This is an optimization exercise on Yosys and OpenROAD, whose aim is small area, a short achievable clock period and few clock cycles, not a production implementation. RTL that was checked went through simulation tests only; none was proved equivalent to the original.

run A:
Design frm_pack, start of the top module:
module frm_pack (
    input  wire        clk,
    input  wire        rst,
    input  wire        start,
    input  wire [7:0]  ft,
    input  wire [7:0]  sub,
    input  wire [15:0] cmd,          
    input  wire [7:0]  dlen,
    input  wire [11:0] plen,         
    output wire        idle,
    input  wire        pi_valid,
    output wire        pi_ready,
    input  wire [3:0]  pi_count,
    input  wire [63:0] pi_data,      
    output wire        fo_valid,
    input  wire        fo_ready,
    output wire [28:0] fo_id,
    output wire [3:0]  fo_len,
    output wire [63:0] fo_data,      
    output reg         done,
    output wire [7:0]  status,
    output wire [7:0]  subcode
);
export LEC_CHECK = 0
export ABC_CLOCK_PERIOD_IN_PS = 3000
export CAP_MARGIN = 20
export CORE_MARGIN = 2
export CORE_UTILIZATION = 40
export PLACE_DENSITY = 0.6
export SETUP_SLACK_MARGIN = 5
export SLEW_MARGIN = 20
create_clock -name core_clock -period 10.0 [get_ports {clk}]
run.sh (not shown) runs the stock make flow with config.mk's settings and CLKGATE_MAP_FILE= SYNTH_SCRIPT=/design/flow/synth_recipe.tcl, a recipe that flattens the netlist after the stock synthesis.
Run A finished every step from synthesis to the final layout, and the layout passed the timing, design-rule and antenna checks.
[inputs] run B vs run A
# run A
export LEC_CHECK = 0
export ABC_CLOCK_PERIOD_IN_PS = 3000
export CAP_MARGIN = 20
export CORE_MARGIN = 2
export CORE_UTILIZATION = 40
export PLACE_DENSITY = 0.6
export SETUP_SLACK_MARGIN = 5
export SLEW_MARGIN = 20
create_clock -name core_clock -period 10.0 [get_ports {clk}]
# run B
export LEC_CHECK = 0
export CAP_MARGIN = 20
export CORE_MARGIN = 2
export CORE_UTILIZATION = 40
export PLACE_DENSITY = 0.6
export SLEW_MARGIN = 20
create_clock -name core_clock -period 10.0 [get_ports {clk}]
Results
Relative to run A, final cycle utilization of the critical path has increased by 7.8 points in run B.
Run B vs. run A: overall via count from detail_route now smaller, number of antenna violations at the first check in global routing saw an increase.
Global-route usage over all layers, run B and run A: larger value in run A
In run B, insertion delay to the later sink of the worst-skew pair is lower than in run A.
Comparing run B and run A, the higher per-cell via count in the routed design was measured on run A.
Slew at the pin with the worst max-slew slack is higher on run B
Run A → run B: wire length now smaller.
[inputs] run C vs run B
==> flow/flow/run.sh (new file) <==
#!/bin/bash
set -euo pipefail
sed 's|"\${@:-finish}"|SETUP_SLACK_MARGIN=6.5 "BUFFER_PORTS_ARGS=-buffer_cell sky130_fd_sc_hd__buf_4" "${@:-finish}"|' standard.sh > standard_own.sh
grep -q 'SETUP_SLACK_MARGIN=6.5' standard_own.sh
bash standard_own.sh > flow.log 2>&1
==> flow/standard.sh (new file) <==
#!/bin/bash
# synth_recipe.tcl (not shown) runs the flow's synth.tcl, then flattens the netlist and writes it again
# the make line also repeats each setting of config.mk as NAME=value (left out here)
make -C /OpenROAD-flow-scripts/flow DESIGN_CONFIG=/design/flow/config.mk WORK_HOME=/design/flow/orfs CLKGATE_MAP_FILE= SYNTH_SCRIPT=/design/flow/synth_recipe.tcl "${@:-finish}"
removed: flow/run.sh
==> results.txt <==
Run B and run C ended up with nearly the same number of sequential storage elements. Against run B, run C comes in 269 higher on count of non-filler cells in the finished layout. Run C reports its cell with the largest stage delay on the worst path as sky130_fd_sc_hd__xnor3_2 while run B reports sky130_fd_sc_hd__nand3_1. A leading cell type in the layout, fill and taps excluded of sky130_fd_sc_hd__nand2_1 is what run B shows, while sky130_fd_sc_hd__buf_4 belongs to run C. Run C finished end to end and its layout was clean on timing, DRC and antenna. For the layout multi-input combinational cell count, run C came in about 0.44% higher than run B did. From run B to run C the numbers moved as follows: synthesized area saw little to no change; first-pass GRT wire length saw an increase.
No run of this note included a check of the RTL's function; only the layout flow was run.

========
Setup of raven:
Another version of the RTL of frm_pack (not shown whole).
Size in the first run: ~200 flip-flops, about 240 I/O pins, about 16,000 um^2 of cells after synthesis.
==> flow/config.mk <==
export PLATFORM = sky130hd
export DESIGN_NAME = frm_pack
export DESIGN_NICKNAME = frm_pack
export VERILOG_FILES = /design/flow/design.v
export SDC_FILE = /design/flow/constraint.sdc
export NUM_CORES = 4
export LEC_CHECK = 0
export CAP_MARGIN = 5
export CORE_MARGIN = 2
export CORE_UTILIZATION = 40
export CTS_BUF_LIST = sky130_fd_sc_hd__clkbuf_8
export PLACE_DENSITY = 0.6
export SETUP_SLACK_MARGIN = 5
export SLEW_MARGIN = 5
==> flow/constraint.sdc <==
create_clock -name core_clock -period 10.0 [get_ports {clk}]
set_input_delay 2.0000 -clock core_clock [delete_from_list [all_inputs] [get_ports {clk}]]
set_output_delay 2.0000 -clock core_clock [all_outputs]
set_load 0.01 [all_outputs]
standard.sh (not shown) runs the stock make flow with config.mk's settings and CLKGATE_MAP_FILE= SYNTH_SCRIPT=/design/flow/synth_recipe.tcl, a recipe that flattens the netlist after the stock synthesis.
==> flow/flow/run.sh <==
#!/bin/bash
# The standard layout (standard.sh) with buf_1 cells as the port buffers.
# ORFS writes each step's log under orfs/logs; the make output goes to flow.log.
set -euo pipefail
sed 's|"\${@:-finish}"|"BUFFER_PORTS_ARGS=-buffer_cell sky130_fd_sc_hd__buf_1" "${@:-finish}"|' standard.sh > standard_own.sh
grep -q 'BUFFER_PORTS_ARGS=' standard_own.sh
bash standard_own.sh > flow.log 2>&1
Testbench counts of raven, summed over its fixed seeds: cycles 13,075.
What yarrow does differently from raven at the input level:
- CTS_BUF_LIST no longer set, was sky130_fd_sc_hd__clkbuf_8
- CAP_MARGIN now 20, was 5
- SLEW_MARGIN now 20, was 5
==> flow/run.sh (new file) <==
#!/bin/bash
# synth_recipe.tcl (not shown) runs the flow's synth.tcl, then flattens the netlist and writes it again
# the make line also repeats each setting of config.mk as NAME=value (left out here)
make -C /OpenROAD-flow-scripts/flow DESIGN_CONFIG=/design/flow/config.mk WORK_HOME=/design/flow/orfs CLKGATE_MAP_FILE= SYNTH_SCRIPT=/design/flow/synth_recipe.tcl finish
removed: flow/flow/run.sh
removed: flow/standard.sh
Notes after the runs:
On yarrow: routed via count is 171 lower than what raven gave. Number of global-route vias before repair: raven and yarrow compared, higher one is yarrow. Summary of yarrow over raven: met1 wire length saw an increase, worst-case setup margin in the final layout moved down. Re final routed wire length divided by cell count: yarrow is about 4% up on raven. Summary of yarrow over raven: routability congestion estimate from global placement shows no meaningful change; cell area shows an increase of 9.0%; count of cells along the worst register-to-register path shows a reduction of 5. Compared with raven, yarrow shows global-route usage higher by 1.2 points. Clock distribution area overhead in the final layout (yarrow over raven): increase, 1.0 points.
> inputs changed (yarrow -> onyx)
- an added CTS_BUF_LIST of sky130_fd_sc_hd__clkbuf_8
==> flow/flow/run.sh (new file) <==
#!/bin/bash
# The standard layout (standard.sh) with buf_1 cells as the port buffers and a setup repair margin of 5.2 ns.
# ORFS writes each step's log under orfs/logs; the make output goes to flow.log.
set -euo pipefail
sed 's|"\${@:-finish}"|SETUP_SLACK_MARGIN=5.2 "BUFFER_PORTS_ARGS=-buffer_cell sky130_fd_sc_hd__buf_1" "${@:-finish}"|' standard.sh > standard_own.sh
grep -q 'BUFFER_PORTS_ARGS=' standard_own.sh
bash standard_own.sh > flow.log 2>&1
==> flow/standard.sh (new file) <==
#!/bin/bash
# synth_recipe.tcl (not shown) runs the flow's synth.tcl, then flattens the netlist and writes it again
# the make line also repeats each setting of config.mk as NAME=value (left out here)
make -C /OpenROAD-flow-scripts/flow DESIGN_CONFIG=/design/flow/config.mk WORK_HOME=/design/flow/orfs CLKGATE_MAP_FILE= SYNTH_SCRIPT=/design/flow/synth_recipe.tcl "${@:-finish}"
removed: flow/run.sh
--- outcome ---
- onyx went all the way through the flow, and no timing, DRC or antenna check failed.
- The lower total global-route track usage came out of onyx.
- pi_count[0] as the source of the critical timing path was reported by yarrow, and fo_ready by onyx.
- Diff yarrow -> onyx: final critical-path required period saw a decrease; DRC violation total after the first TritonRoute iteration +70; number of antenna violations at the first check in global routing picked up an extra 1.

========
frm_pack again, from the RTL that the note above started with.
==> flow/config.mk <==
export PLATFORM = sky130hd
export DESIGN_NAME = frm_pack
export DESIGN_NICKNAME = frm_pack
export VERILOG_FILES = /design/flow/design.v
export SDC_FILE = /design/flow/constraint.sdc
export NUM_CORES = 4
export LEC_CHECK = 0
export CAP_MARGIN = 20
export CORE_MARGIN = 2
export CORE_UTILIZATION = 40
export PLACE_DENSITY = 0.6
export SETUP_SLACK_MARGIN = 5
export SLEW_MARGIN = 20
==> flow/constraint.sdc <==
create_clock -name core_clock -period 10.0 [get_ports {clk}]
set_input_delay 2.0000 -clock core_clock [delete_from_list [all_inputs] [get_ports {clk}]]
set_output_delay 2.0000 -clock core_clock [all_outputs]
set_load 0.01 [all_outputs]
==> flow/flow/run.sh <==
#!/bin/bash
# The standard layout (standard.sh) with buf_1 cells as the port buffers.
# ORFS writes each step's log under orfs/logs; the make output goes to flow.log.
set -euo pipefail
sed 's|"\${@:-finish}"|"BUFFER_PORTS_ARGS=-buffer_cell sky130_fd_sc_hd__buf_1" "${@:-finish}"|' standard.sh > standard_own.sh
grep -q 'BUFFER_PORTS_ARGS=' standard_own.sh
bash standard_own.sh > flow.log 2>&1
Testbench counts at the start, summed over its fixed seeds: cycles 13,075.
Change:
Settings changed: CTS_BUF_LIST from default to sky130_fd_sc_hd__clkbuf_8, SETUP_SLACK_MARGIN 5 to 4.7.
=> The new run finished clean. Via count is lower by 0.57%. Synthesized cell count stays the same. Setup slack loses 0.32 ns. Clock-buffer cell count does not change. Fmax is lower by 6.0%.

========
## alpha
frm_pack again, from the RTL that the note above started with.
==> flow/config.mk <==
export PLATFORM = sky130hd
export DESIGN_NAME = frm_pack
export DESIGN_NICKNAME = frm_pack
export VERILOG_FILES = /design/flow/design.v
export SDC_FILE = /design/flow/constraint.sdc
export NUM_CORES = 4
export LEC_CHECK = 0
export CAP_MARGIN = 20
export CORE_MARGIN = 2
export CORE_UTILIZATION = 40
export CTS_BUF_LIST = sky130_fd_sc_hd__clkbuf_8
export PLACE_DENSITY = 0.6
export SETUP_SLACK_MARGIN = 5
export SLEW_MARGIN = 20
==> flow/constraint.sdc <==
create_clock -name core_clock -period 10.0 [get_ports {clk}]
set_input_delay 2.0000 -clock core_clock [delete_from_list [all_inputs] [get_ports {clk}]]
set_output_delay 2.0000 -clock core_clock [all_outputs]
set_load 0.01 [all_outputs]
Scripts as last shown in full above: flow/flow/run.sh
Testbench counts of alpha, summed over its fixed seeds: cycles 13,075.
--- input diff alpha..beta ---
-- flow/config.mk --
<<< alpha, line 9
export CORE_MARGIN = 2
export CORE_UTILIZATION = 40
export CTS_BUF_LIST = sky130_fd_sc_hd__clkbuf_8
export PLACE_DENSITY = 0.6
export SETUP_SLACK_MARGIN = 5
>>> beta, line 9
export CORE_MARGIN = 2
export CORE_UTILIZATION = 40
export CTS_BUF_LIST = sky130_fd_sc_hd__clkbuf_4 sky130_fd_sc_hd__clkbuf_8
export CTS_CLUSTER_SIZE = 30
export PLACE_DENSITY = 0.6
export SETUP_SLACK_MARGIN = 5
Findings:
- beta -> alpha: final setup slack of the worst path delta 0, exact match
- Reported for alpha and beta, summed area of non-filler cells in the final layout turned out identical to the last digit.
- beta: no failed stages, no open violations at the end
- Post-route antenna net violation count came out exactly the same in alpha and beta.
The inputs of gamma differ from those of beta as listed below.
==> flow/flow/run.sh <==
#!/bin/bash
# The standard layout (standard.sh) with buf_1 cells as the port buffers and a setup repair margin of 5.6 ns.
# ORFS writes each step's log under orfs/logs; the make output goes to flow.log.
set -euo pipefail
sed 's|"\${@:-finish}"|SETUP_SLACK_MARGIN=5.6 "BUFFER_PORTS_ARGS=-buffer_cell sky130_fd_sc_hd__buf_1" "${@:-finish}"|' standard.sh > standard_own.sh
grep -q 'BUFFER_PORTS_ARGS=' standard_own.sh
bash standard_own.sh > flow.log 2>&1
-- flow/config.mk --
<<< beta, line 9
export CORE_MARGIN = 2
export CORE_UTILIZATION = 40
export CTS_BUF_LIST = sky130_fd_sc_hd__clkbuf_4 sky130_fd_sc_hd__clkbuf_8
export CTS_CLUSTER_SIZE = 30
export PLACE_DENSITY = 0.6
export SETUP_SLACK_MARGIN = 5
>>> gamma, line 9
export CORE_MARGIN = 2
export CORE_UTILIZATION = 40
export PLACE_DENSITY = 0.6
export SETUP_SLACK_MARGIN = 5
--- outcome ---
gamma vs. beta: global-route usage went up by 0.98 points.
The antenna cell count in gamma was higher than what beta gave.
gamma vs beta: sum of routed wire length over all layers up in gamma
Diff gamma..beta | layout multi-input combinational cell count | unchanged
Comparing beta and gamma, the higher cell count was measured on gamma.
gamma vs. beta: worst hold slack went down by 0.030 ns.
Looking at post-cts sizing count, gamma sits 95 above beta.
Delta (gamma minus beta): detailed-placement wirelength estimate barely changed, final standard cell utilization of the core higher.
Relative to gamma, the following input files were edited for delta:
==> flow/flow/run.sh <==
#!/bin/bash
# The standard layout (standard.sh) with buf_1 cells as the port buffers.
# ORFS writes each step's log under orfs/logs; the make output goes to flow.log.
set -euo pipefail
sed 's|"\${@:-finish}"|"BUFFER_PORTS_ARGS=-buffer_cell sky130_fd_sc_hd__buf_1" "${@:-finish}"|' standard.sh > standard_own.sh
grep -q 'BUFFER_PORTS_ARGS=' standard_own.sh
bash standard_own.sh > flow.log 2>&1
-- flow/config.mk --
<<< gamma, line 8
export CAP_MARGIN = 20
export CORE_MARGIN = 2
export CORE_UTILIZATION = 40
export PLACE_DENSITY = 0.6
export SETUP_SLACK_MARGIN = 5
export SLEW_MARGIN = 20
>>> delta, line 8
export CAP_MARGIN = 20
export CORE_MARGIN = 2
export CORE_UTILIZATION = 60
export PLACE_DENSITY = 0.75
export SETUP_SLACK_MARGIN = 5
export SLEW_MARGIN = 20
[summary]
- Of the two values seen for type of the worst setup path, primary input to flop was produced by gamma and flop to flop by delta.
- gamma -> delta: total of cells resized after clock tree synthesis decreased by more than half
- gamma was routed with more vias than delta.
- Cmp gamma and delta / met3 wire length / higher: delta
- delta vs. gamma: fraction of area in multi-input gates went up by 0.80 points.
- gamma has higher fmax than delta.
- Compared to gamma, the routing of delta uses less wire.

## afterwards: timing with drivers on the ports
How much do the figures lean on ideal ports? The routed layouts below were timed once more, with nothing changed but the port constraints. Step 1: set_driving_cell puts a clkbuf_16 on clk and a buf_2 on each other input, an assumption about the parent block. Step 2, shift: input delay + t, output delay - t, t = (earliest + latest rising clock arrival at the registers) / 2. This alone moves slack from input paths to output paths. Slacks: ideal ports / drivers / drivers and shift; pairs: ideal ports / drivers.
run	t (ns)	setup WS [ns]	slew at the worst register clock pin (ns)	cell pins on the clock port's net
run A	0.625	4.915 / 4.942 / 4.318	0.07 / 0.07	1
run B	0.610	4.134 / 4.158 / 3.548	0.07 / 0.07	1
run C	0.621	5.209 / 5.209 / 4.795	0.07 / 0.07	1
raven	0.542	5.008 / 5.004 / 4.462	0.12 / 0.12	1
yarrow	0.520	4.935 / 4.951 / 4.431	0.08 / 0.08	1
onyx	0.543	5.154 / 5.120 / 4.607	0.12 / 0.12	1
the first run of note 3	0.508	5.049 / 5.033 / 4.525	0.08 / 0.08	1
the second run of note 3	0.546	4.733 / 4.762 / 4.216	0.12 / 0.12	1
alpha	0.540	5.013 / 5.007 / 4.467	0.12 / 0.12	1
beta	0.540	5.013 / 5.007 / 4.467	0.12 / 0.12	1
gamma	0.502	5.136 / 5.121 / 4.630	0.09 / 0.09	1
delta	0.508	4.966 / 4.966 / 4.576	0.10 / 0.10	1
After both steps setup and hold are still met in every run listed. The setup slack of run A, which loses most, moves by +0.027 ns with the drivers and by -0.597 ns with both steps.
